From an optimization exercise on the open Yosys and OpenROAD flow, aimed at small area, a short achievable clock period and few clock cycles per item; shortcuts taken in it are not production practice.
The RTL was checked by simulation tests, not by an equivalence proof against the original design.
Power is estimated from default activity; no workload was simulated.

==> flow/flow/run.sh <==
#!/bin/bash
set -u
cp config.mk config_my.mk.txt
grep -v '^export SETUP_SLACK_MARGIN' config_my.mk.txt > config.mk
echo 'export SETUP_SLACK_MARGIN = 7' >> config.mk
bash standard.sh > standard.log 2>&1
==> flow/standard.sh <==
#!/bin/bash
# synth_recipe.tcl (not shown) runs the flow's synth.tcl, then flattens the netlist and writes it again
# the make line also repeats each setting of config.mk as NAME=value (left out here)
make -C /OpenROAD-flow-scripts/flow DESIGN_CONFIG=/design/flow/config.mk WORK_HOME=/design/flow/orfs CLKGATE_MAP_FILE= SYNTH_SCRIPT=/design/flow/synth_recipe.tcl "${@:-finish}"
==> flow/config.mk <==
export PLATFORM = sky130hd
export DESIGN_NAME = sha512_core
export DESIGN_NICKNAME = sha512_core
export VERILOG_FILES = /design/flow/design.v
export SDC_FILE = /design/flow/constraint.sdc
export NUM_CORES = 4
export LEC_CHECK = 0
export CAP_MARGIN = 20
export CORE_MARGIN = 2
export CORE_UTILIZATION = 55
export CTS_CLUSTER_DIAMETER = 80
export CTS_CLUSTER_SIZE = 20
export SLEW_MARGIN = 20
export SYNTH_MEMORY_MAX_BITS = 16384
export SETUP_SLACK_MARGIN = 7
==> flow/constraint.sdc <==
create_clock -name core_clock -period 12.0 [get_ports {clk}]
set_input_delay 2.4000 -clock core_clock [delete_from_list [all_inputs] [get_ports {clk}]]
set_output_delay 2.4000 -clock core_clock [all_outputs]
set_load 0.01 [all_outputs]
==> flow/design.v <==
module sha512_core (
    input  wire         clk,
    input  wire         rst,           
    input  wire         word_valid,
    input  wire [63:0]  word,
    input  wire         first,
    output wire         word_ready,
    output reg          digest_valid,
    output wire [511:0] digest
);
    localparam [80*64-1:0] K_TABLE = {
        64'h6c44198c4a475817,
        64'h5fcb6fab3ad6faec,
        64'h597f299cfc657e2a,
        64'h4cc5d4becb3e42b6,   
        64'h431d67c49c100d4c,
        64'h3c9ebe0a15c9bebc,
        64'h32caab7b40c72493,
        64'h28db77f523047d84,   
        64'h1b710b35131c471b,
        64'h113f9804bef90dae,
        64'h0a637dc5a2c898a6,
        64'h06f067aa72176fba,   
        64'hf57d4f7fee6ed178,
        64'heada7dd6cde0eb1e,
        64'hd186b8c721c0c207,
        64'hca273eceea26619c,   
        64'hc67178f2e372532b,
        64'hbef9a3f7b2c67915,
        64'ha4506cebde82bde9,
        64'h90befffa23631e28,   
        64'h8cc702081a6439ec,
        64'h84c87814a1f0ab72,
        64'h78a5636f43172f60,
        64'h748f82ee5defb2fc,   
        64'h682e6ff3d6b2b8a3,
        64'h5b9cca4f7763e373,
        64'h4ed8aa4ae3418acb,
        64'h391c0cb3c5c95a63,   
        64'h34b0bcb5e19b48a8,
        64'h2748774cdf8eeb99,
        64'h1e376c085141ab53,
        64'h19a4c116b8d2d0c8,   
        64'h106aa07032bbd1b8,
        64'hf40e35855771202a,
        64'hd69906245565a910,
        64'hd192e819d6ef5218,   
        64'hc76c51a30654be30,
        64'hc24b8b70d0f89791,
        64'ha81a664bbc423001,
        64'ha2bfe8a14cf10364,   
        64'h92722c851482353b,
        64'h81c2c92e47edaee6,
        64'h766a0abb3c77b2a8,
        64'h650a73548baf63de,   
        64'h53380d139d95b3df,
        64'h4d2c6dfc5ac42aed,
        64'h2e1b21385c26c926,
        64'h27b70a8546d22ffc,   
        64'h142929670a0e6e70,
        64'h06ca6351e003826f,
        64'hd5a79147930aa725,
        64'hc6e00bf33da88fc2,   
        64'hbf597fc7beef0ee4,
        64'hb00327c898fb213f,
        64'ha831c66d2db43210,
        64'h983e5152ee66dfab,   
        64'h76f988da831153b5,
        64'h5cb0a9dcbd41fbd4,
        64'h4a7484aa6ea6e483,
        64'h2de92c6f592b0275,   
        64'h240ca1cc77ac9c65,
        64'h0fc19dc68b8cd5b5,
        64'hefbe4786384f25e3,
        64'he49b69c19ef14ad2,   
        64'hc19bf174cf692694,
        64'h9bdc06a725c71235,
        64'h80deb1fe3b1696b1,
        64'h72be5d74f27b896f,   
        64'h550c7dc3d5ffb4e2,
        64'h243185be4ee4b28c,
        64'h12835b0145706fbe,
        64'hd807aa98a3030242,   
        64'hab1c5ed5da6d8118,
        64'h923f82a4af194f9b,
        64'h59f111f1b605d019,
        64'h3956c25bf348b538,   
        64'he9b5dba58189dbbc,
        64'hb5c0fbcfec4d3b2f,
        64'h7137449123ef65cd,
        64'h428a2f98d728ae22   
    };
    localparam [8*64-1:0] H0_TABLE = {
        64'h5be0cd19137e2179,
        64'h1f83d9abfb41bd6b,
        64'h9b05688c2b3e6c1f,
        64'h510e527fade682d1,
        64'ha54ff53a5f1d36f1,
        64'h3c6ef372fe94f82b,
        64'hbb67ae8584caa73b,
        64'h6a09e667f3bcc908
    };
    function [63:0] kconst(input [6:0] t);
        kconst = K_TABLE[64*t +: 64];
    endfunction
    function [63:0] iv(input [2:0] i);
        iv = H0_TABLE[64*i +: 64];
    endfunction
    function [63:0] rotr(input [63:0] x, input integer n);
        rotr = (x >> n) | (x << (64 - n));
    endfunction
    function [63:0] csa_s(input [63:0] x, input [63:0] y, input [63:0] z);
        csa_s = x ^ y ^ z;
    endfunction
    function [63:0] csa_c(input [63:0] x, input [63:0] y, input [63:0] z);
        csa_c = ((x & y) | (x & z) | (y & z)) << 1;
    endfunction
    function [63:0] add_bk(input [63:0] x, input [63:0] y);
        reg [63:0] gg, pp;
        integer l, j;
        begin
            gg = x & y;
            pp = x ^ y;
            for (l = 0; l < 6; l = l + 1)
                for (j = (2 << l) - 1; j < 64; j = j + (2 << l)) begin
                    gg[j] = gg[j] | (pp[j] & gg[j - (1 << l)]);
                    pp[j] = pp[j] & pp[j - (1 << l)];
                end
            for (l = 4; l >= 0; l = l - 1)
                for (j = 3 * (1 << l) - 1; j < 64; j = j + (2 << l)) begin
                    gg[j] = gg[j] | (pp[j] & gg[j - (1 << l)]);
                    pp[j] = pp[j] & pp[j - (1 << l)];
                end
            add_bk = x ^ y ^ {gg[62:0], 1'b0};
        end
    endfunction
    function [63:0] add_sk(input [63:0] x, input [63:0] y);
        reg [63:0] gg, pp;
        integer l, j, m;
        begin
            gg = x & y;
            pp = x ^ y;
            for (l = 0; l < 6; l = l + 1)
                for (j = 63; j >= 0; j = j - 1)
                    if (j[l]) begin
                        m = ((j >> l) << l) - 1;
                        gg[j] = gg[j] | (pp[j] & gg[m]);
                        pp[j] = pp[j] & pp[m];
                    end
            add_sk = x ^ y ^ {gg[62:0], 1'b0};
        end
    endfunction
    reg         run;         
    reg  [6:0]  t;           
    reg  [4:0]  k;           
    reg         pend_iv;     
    reg         cur_iv;      
    reg         fin;         
    reg         load;        
    reg         sched;       
    reg         late;        
    reg         hupd;        
    reg  [3:0]  hs_h, hs_i;  
    reg  [63:0] w [0:15];    
    reg  [63:0] hv [0:7];    
    reg  [63:0] a, b, c, d, e, f, g, h;
    reg  [63:0] kr;          
    reg  [63:0] p;           
    reg  [63:0] y;           
    reg  [14:0] wrun;        
    reg  [6:0]  tk;          
    wire space  = late & ~k[4] & (~(k[3] & k[2] & k[1] & k[0]) | load);
    assign word_ready = space;
    wire take   = word_valid & space;            
    wire [4:0] k_inc = k + {4'd0, take};
    wire start  = load & (k_inc == 5'd16);
    wire       run_n = rst ? 1'b0 : start ? 1'b1 : fin ? 1'b0 : run;
    wire [6:0] t_n   = rst ? 7'd80 : start ? 7'd0 : (run & ~fin) ? t + 7'd1 : t;
    wire       load_n = ~run_n | (t_n == 7'd80);
    wire [4:0] k_n    = (rst | start) ? 5'd0 : k_inc;
    wire       late_n = ~run_n | (t_n >= 7'd64);
    wire       civ_n = rst ? 1'b0 : start ? pend_iv : fin ? 1'b0 : cur_iv;
    wire [63:0] big_sigma0 = rotr(a, 28) ^ rotr(a, 34) ^ rotr(a, 39);
    wire [63:0] big_sigma1 = rotr(e, 14) ^ rotr(e, 18) ^ rotr(e, 41);
    wire [63:0] ch         = (e & f) ^ (~e & g);
    wire [63:0] maj        = (a & b) ^ (a & c) ^ (b & c);
    wire [63:0] t1_s  = csa_s(big_sigma1, ch, p);
    wire [63:0] t1_c  = csa_c(big_sigma1, ch, p);
    wire [63:0] a1_s  = csa_s(t1_s, t1_c, big_sigma0);
    wire [63:0] a1_c  = csa_c(t1_s, t1_c, big_sigma0);
    wire [63:0] a2_s  = csa_s(a1_s, a1_c, maj);
    wire [63:0] a2_c  = csa_c(a1_s, a1_c, maj);
    wire [63:0] a_new = add_sk(a2_s, a2_c);
    wire [63:0] e1_s  = csa_s(t1_s, t1_c, d);
    wire [63:0] e1_c  = csa_c(t1_s, t1_c, d);
    wire [63:0] e_new = add_sk(e1_s, e1_c);
    wire [63:0] s0    = rotr(w[2], 1) ^ rotr(w[2], 8) ^ (w[2] >> 7);
    wire [63:0] s1    = rotr(w[14], 19) ^ rotr(w[14], 61) ^ (w[14] >> 6);
    wire [63:0] y_new = add_bk(csa_s(w[10], s0, w[1]), csa_c(w[10], s0, w[1]));
    wire [63:0] w_new = add_bk(s1, y);
    wire [63:0] ha_sel = ({64{hs_h[3]}} & hv[3]) | ({64{hs_h[2]}} & hv[2]) |
                         ({64{hs_h[1]}} & hv[1]) | ({64{hs_h[0]}} & hv[0]) |
                         ({64{hs_i[3]}} & iv(3)) | ({64{hs_i[2]}} & iv(2)) |
                         ({64{hs_i[1]}} & iv(1)) | ({64{hs_i[0]}} & iv(0));
    wire [63:0] he_sel = ({64{hs_h[3]}} & hv[7]) | ({64{hs_h[2]}} & hv[6]) |
                         ({64{hs_h[1]}} & hv[5]) | ({64{hs_h[0]}} & hv[4]) |
                         ({64{hs_i[3]}} & iv(7)) | ({64{hs_i[2]}} & iv(6)) |
                         ({64{hs_i[1]}} & iv(5)) | ({64{hs_i[0]}} & iv(4));
    wire [63:0] fa_out = add_bk(ha_sel, a & {64{run}});
    wire [63:0] fe_out = add_bk(he_sel, e & {64{run}});
    wire [63:0] ld [0:7];
    assign ld[0] = pend_iv ? iv(0) : fa_out;
    assign ld[1] = pend_iv ? iv(1) : hv[1];
    assign ld[2] = pend_iv ? iv(2) : hv[2];
    assign ld[3] = pend_iv ? iv(3) : hv[3];
    assign ld[4] = pend_iv ? iv(4) : fe_out;
    assign ld[5] = pend_iv ? iv(5) : hv[5];
    assign ld[6] = pend_iv ? iv(6) : hv[6];
    assign ld[7] = pend_iv ? iv(7) : hv[7];
    wire [63:0] hn    = load ? ld[7] : g;
    wire [63:0] p_new = add_bk(csa_s(hn, kr, w[1]), csa_c(hn, kr, w[1]));
    genvar gi;
    generate
        for (gi = 0; gi < 8; gi = gi + 1) begin : g_dig
            assign digest[511 - 64*gi -: 64] = hv[gi];
        end
    endgenerate
    integer i;
    always @(posedge clk) begin
        if (load) begin
            a <= ld[0]; b <= ld[1]; c <= ld[2]; d <= ld[3];
            e <= ld[4]; f <= ld[5]; g <= ld[6]; h <= ld[7];
        end else begin
            a <= a_new; b <= a; c <= b; d <= c;
            e <= e_new; f <= e; g <= f; h <= g;
        end
        p <= p_new;
        y <= y_new;
        kr <= start ? kconst(7'd1) : load_n ? kconst(7'd0) : kconst(tk);
        tk <= t_n + 7'd2;
        for (i = 0; i < 15; i = i + 1)
            if (take | wrun[i])
                w[i] <= w[i+1];
        for (i = 0; i < 15; i = i + 1)
            wrun[i] <= run_n & (i + k_n < 15);
        if (sched)
            w[15] <= w_new;
        else if (take)
            w[15] <= word;
        if (hupd) begin
            if (hs_h[3] | hs_i[3]) begin hv[3] <= fa_out; hv[7] <= fe_out; end
            if (hs_h[2] | hs_i[2]) begin hv[2] <= fa_out; hv[6] <= fe_out; end
            if (hs_h[1] | hs_i[1]) begin hv[1] <= fa_out; hv[5] <= fe_out; end
            if (hs_h[0] | hs_i[0]) begin hv[0] <= fa_out; hv[4] <= fe_out; end
        end
        run    <= run_n;
        t      <= t_n;
        cur_iv <= civ_n;
        fin    <= run_n & (t_n == 7'd80);
        load   <= load_n;
        sched  <= run_n & (t_n < 7'd64);
        late   <= late_n;
        hupd   <= run_n & (t_n >= 7'd77);
        hs_h[3] <= run_n & (t_n == 7'd77) & ~civ_n;
        hs_h[2] <= run_n & (t_n == 7'd78) & ~civ_n;
        hs_h[1] <= run_n & (t_n == 7'd79) & ~civ_n;
        hs_h[0] <= ~(run_n & (t_n >= 7'd77) & (t_n <= 7'd79)) & ~civ_n;
        hs_i[3] <= run_n & (t_n == 7'd77) & civ_n;
        hs_i[2] <= run_n & (t_n == 7'd78) & civ_n;
        hs_i[1] <= run_n & (t_n == 7'd79) & civ_n;
        hs_i[0] <= ~(run_n & (t_n >= 7'd77) & (t_n <= 7'd79)) & civ_n;
        k      <= k_n;
        if (rst) begin
            pend_iv      <= 1'b1;
            digest_valid <= 1'b0;
        end else begin
            digest_valid <= fin;
            if (take & (k == 5'd0))
                pend_iv <= first;
        end
    end
endmodule
==> run summary <==
run status = finished clean
minimum setup slack in the final design = 6.513 ns
average wire length per cell after detail routing = 36.56 um
count of cells along the worst hold path = 0
max-cap viol count = 0
switching power = 10.29 mW
Post-Place Setup Slack = 5.388 ns
largest driver fanout on the critical path = 4
Post-Route WL = 454200 um
fraction of synthesis flops using an asynchronous set or reset pin = 0
cell row count = 163
first-pass GRT wire length = 610900 um
initial detailed-routing violation count = 10990
Slew @ Worst Pin = 1.194 ns
peak supply drop = 0.2127 mV
design internal power = 16.39 mW
quantity of I/O buffers inserted on ports = 581
f_max = 182.2 MHz
Initial Util = 0.5534
Primary FF master, synth = sky130_fd_sc_hd__edfxtp_1
top-area cell type share of the netlist area = 0.4046
number of fill cells in the layout = 14550
remaining global-route overflow = 0
worst min path class = flop to flop
overall die area = 202200 um^2
setup repair after global routing missed its margin = yes
critical path type = flop to flop
aggregate global-route resource usage = 0.4329
average size of a mapped cell = 12.19 um^2
share of final-layout standard cells stronger than drive strength 1 = 0.1275
time the worst path needs with I/O delays and setup = 5.487 ns
Final Cycle Share = 0.4572
multi-input logic area = 49210 um^2
final setup vio count = 0
Startpoint Class = flop
post-synthesis cell area = 109300 um^2
worst endpoint required time = 12.77 ns
DPL Wire Length = 328000 um
clock transition time at the flip-flop clock pins of the worst setup and hold paths = 0.09 ns
Slew headroom = 0.2014
Final Hold Violating Endpoints = 0
setup total negative slack = 0 ns
post-synth top area cell = sky130_fd_sc_hd__edfxtp_1
count of different cell masters after synthesis = 92
cell at the root of the clock tree = sky130_fd_sc_hd__clkbuf_16
data arrival time of the critical path = 6.25 ns
cell types with the largest area share after synthesis = sky130_fd_sc_hd__edfxtp_1 40%, sky130_fd_sc_hd__dfxtp_1 13%, sky130_fd_sc_hd__fa_1 10%, sky130_fd_sc_hd__ha_1 5.5%, sky130_fd_sc_hd__xnor2_1 3.6%
warning count from the yosys run = 3
number of standard cells after synthesis = 8963
Register-to-Register Path Depth = 19
via count = 80480
fraction of power consumed by the clock network = 0.186
number of global-route vias before repair = 78260
latest clock arrival within the worst-skew pair = 0.87 ns
#FFs+latches synth = 2161
CTS tree = done
total nets after synthesis = 10060
pin count of the biggest net entering global routing = 103
initial antenna violation count = 20
remaining antenna violation count after routing = 0
Floorplan Core Area = 197400 um^2
number of buffers inserted during clock tree synthesis = 137
# hold bufs at CTS = 0
fraction of power spent switching nets = 0.3857
number of vias per cell = 6.478
static leakage = 49.88 nW
Combinational Power Share = 0.482
maximum number of buffers from clock root to sink = 3
maximum clock skew at final layout = 0.03841 ns
Seq/Total Area, Yosys = 0.5308
number of primary I/O pins = 582
area added between synthesis and finish = 18.31%
CTS Sinks = 2161
sequential group share of total power = 0.332
register cell area after layout = 58210 um^2
power density of the placed cells = 206.4 nW/um^2
number of flops mapped to enable cells by yosys = 1472
die width = 449.7 um
number of H-tree levels = 4
global placer's final weighted congestion = 1.070
Die Height = 449.7 um
Pre-antenna DRT Iters = 7
Residual DRC = 0
kind of capture point of the worst setup path = flop
Max Slew Vio Count = 0
number of nets in the final layout = 10750
## critical path: stages (launching register included)
cell                       delay, ns
sky130_fd_sc_hd__edfxtp_1       0.53
sky130_fd_sc_hd__xor2_1         0.20
sky130_fd_sc_hd__xnor2_1        0.30
sky130_fd_sc_hd__fa_1           0.50
sky130_fd_sc_hd__inv_1          0.07
sky130_fd_sc_hd__ha_1           0.27
sky130_fd_sc_hd__nand4_1        0.17
sky130_fd_sc_hd__nor2_1         0.08
sky130_fd_sc_hd__a211o_1        0.23
sky130_fd_sc_hd__a21o_1         0.19
sky130_fd_sc_hd__a21o_1         0.22
sky130_fd_sc_hd__a31o_4         0.27
sky130_fd_sc_hd__a221o_2        0.51
sky130_fd_sc_hd__a31o_4         0.29
sky130_fd_sc_hd__a211o_1        0.31
sky130_fd_sc_hd__a41oi_4        0.34
sky130_fd_sc_hd__a21oi_2        0.12
sky130_fd_sc_hd__fa_2           0.40
sky130_fd_sc_hd__xnor2_2        0.17
sky130_fd_sc_hd__xnor2_2        0.23
## worst paths after layout
check,end,startpoint,slack (ns)
worst max-delay path,y[63]$_DFF_P_,w[2][12]$_DFFE_PP_,6.51
worst min-delay path,w[10][38]$_DFFE_PP_,w[11][38]$_DFFE_PP_,0.40
worst max register to register,y[63]$_DFF_P_,w[2][12]$_DFFE_PP_,6.51
worst min register to register,w[10][38]$_DFFE_PP_,w[11][38]$_DFFE_PP_,0.40
## sequential cells by signal, summed over array words and instances (netlist names), 14 cells and up
register,count
w,960
hv,512
a,64
b,64
c,64
d,64
e,64
f,64
g,64
kr,64
p,64
y,64
wrun,14
## through the flow
stage	hold slack, ns	power, mW	util	instance area (um^2)	cells
after floorplan	0.4003	15.70	-	109500	8963
after global placement	0.4004	18.43	0.5980	118100	11860
final	0.4022	26.68	0.6547	129300	12420
after CTS	0.4011	24.86	0.6368	125700	12250
after detailed placement	0.4045	18.69	0.5981	118100	11860
after global routing	0.4124	27.77	0.6545	129200	12410
## per-layer routing
metal,track usage,share of wire,vias up
met5,0,0.000079,-
met2,0.6709,0.44,5731
met1,0.5268,0.35,40210
met4,0.3613,0.11,6
li1,-,-,32980
met3,0.08250,0.098,1550
## synth_stat cells (317+ instances only)
cell / n
sky130_fd_sc_hd__ha_1: 478
sky130_fd_sc_hd__nand2_1: 393
sky130_fd_sc_hd__clkbuf_1: 419
sky130_fd_sc_hd__fa_1: 547
sky130_fd_sc_hd__nor2_1: 317
sky130_fd_sc_hd__dfxtp_1: 689
sky130_fd_sc_hd__inv_1: 978
sky130_fd_sc_hd__xor2_1: 352
sky130_fd_sc_hd__a21oi_1: 444
sky130_fd_sc_hd__edfxtp_1: 1472
sky130_fd_sc_hd__o21ai_0: 368
sky130_fd_sc_hd__xnor2_1: 446
## final cells by class
cell class,count,share of cell area
clock inverters,43,0.003950
flip-flops and latches,2161,0.4504
diodes,17,0.0003291
clock buffers,207,0.02937
repair inverters,3,0.0002226
repair buffers,1017,0.08051
inverters,986,0.02896
well taps,2640,0.02556
multi-input cells,5349,0.3807
## cell usage in the layout, fill, tap and decap left out, types with 54 or more instances in the layout
| cell type | count |
|---|---|
| sky130_fd_sc_hd__fa_1 | 504 |
| sky130_fd_sc_hd__dfxtp_1 | 615 |
| sky130_fd_sc_hd__xor2_1 | 300 |
| sky130_fd_sc_hd__buf_4 | 302 |
| sky130_fd_sc_hd__xnor2_2 | 54 |
| sky130_fd_sc_hd__nor3_1 | 64 |
| sky130_fd_sc_hd__clkdlybuf4s50_1 | 579 |
| sky130_fd_sc_hd__nand3_1 | 152 |
| sky130_fd_sc_hd__o22a_1 | 196 |
| sky130_fd_sc_hd__nand2_1 | 381 |
| sky130_fd_sc_hd__a21oi_1 | 397 |
| sky130_fd_sc_hd__edfxtp_1 | 1472 |
| sky130_fd_sc_hd__and2_1 | 113 |
| sky130_fd_sc_hd__a21o_1 | 240 |
| sky130_fd_sc_hd__a22oi_1 | 237 |
| sky130_fd_sc_hd__xnor2_1 | 381 |
| sky130_fd_sc_hd__buf_6 | 63 |
| sky130_fd_sc_hd__a22o_1 | 146 |
| sky130_fd_sc_hd__mux2i_1 | 60 |
| sky130_fd_sc_hd__clkbuf_1 | 62 |
| sky130_fd_sc_hd__nor2_1 | 302 |
| sky130_fd_sc_hd__ha_1 | 425 |
| sky130_fd_sc_hd__nand4_1 | 60 |
| sky130_fd_sc_hd__inv_1 | 955 |
| sky130_fd_sc_hd__o21ai_0 | 324 |
| sky130_fd_sc_hd__clkbuf_16 | 154 |
## power groups by stage
stage / clock, mW / sequential (mW) / combinational [mW]
6_report: 4.96 / 8.85 / 12.9
5_1_grt: 5.21 / 8.85 / 13.7
4_1_cts: 4.97 / 8.83 / 11.1
3_5_place_dp: 0 / 9.00 / 9.69
3_3_place_gp: 0 / 8.99 / 9.45
2_1_floorplan: 0 / 8.69 / 7.00
## logic make-up after synthesis
family,share of synthesized area
compound gates,0.1322
mux,0.01103
fa+ha+maj,0.1552
xor+xnor,0.06397
flops,0.5308
buf+inv,0.05009
simple gates,0.05657
## what timing repair did
| action | CTS | global route |
|---|---|---|
| resized for setup | 424 | 375 |
| pin swaps | 145 | 228 |
| gates cloned | 14 | 18 |
| setup buffers | 128 | 138 |
| endpoints found under the setup margin | 528 | 255 |
Testbench counts, summed over its fixed seeds: cycles 15,688, blocks 192.

[re-timing with driven ports]
No port has a modelled driver above. Below, the same layout with a new extraction and two added sets of constraints. Step 1 assumes that a clkbuf_16 drives the clock port and a buf_2 every other input. Step 2 moves the port delays by t, midway between the first and last clock arrival at a register: inputs arrive t later, outputs are due t later. That takes back most of the time a late clock gives input paths. Slacks: no drivers / after step 1 / after step 2; pairs: no drivers / after step 1.
shift t [ns]: 0.955
setup WS [ns]: 6.513 / 6.513 / 6.290
worst register clock-pin slew, ns: 0.09 / 0.09
worst data-port slew with drivers (ns): 0.09
After both steps setup and hold are still met in this run. The setup slack of this run moves by 0.000 ns with the drivers and by -0.223 ns with both steps.
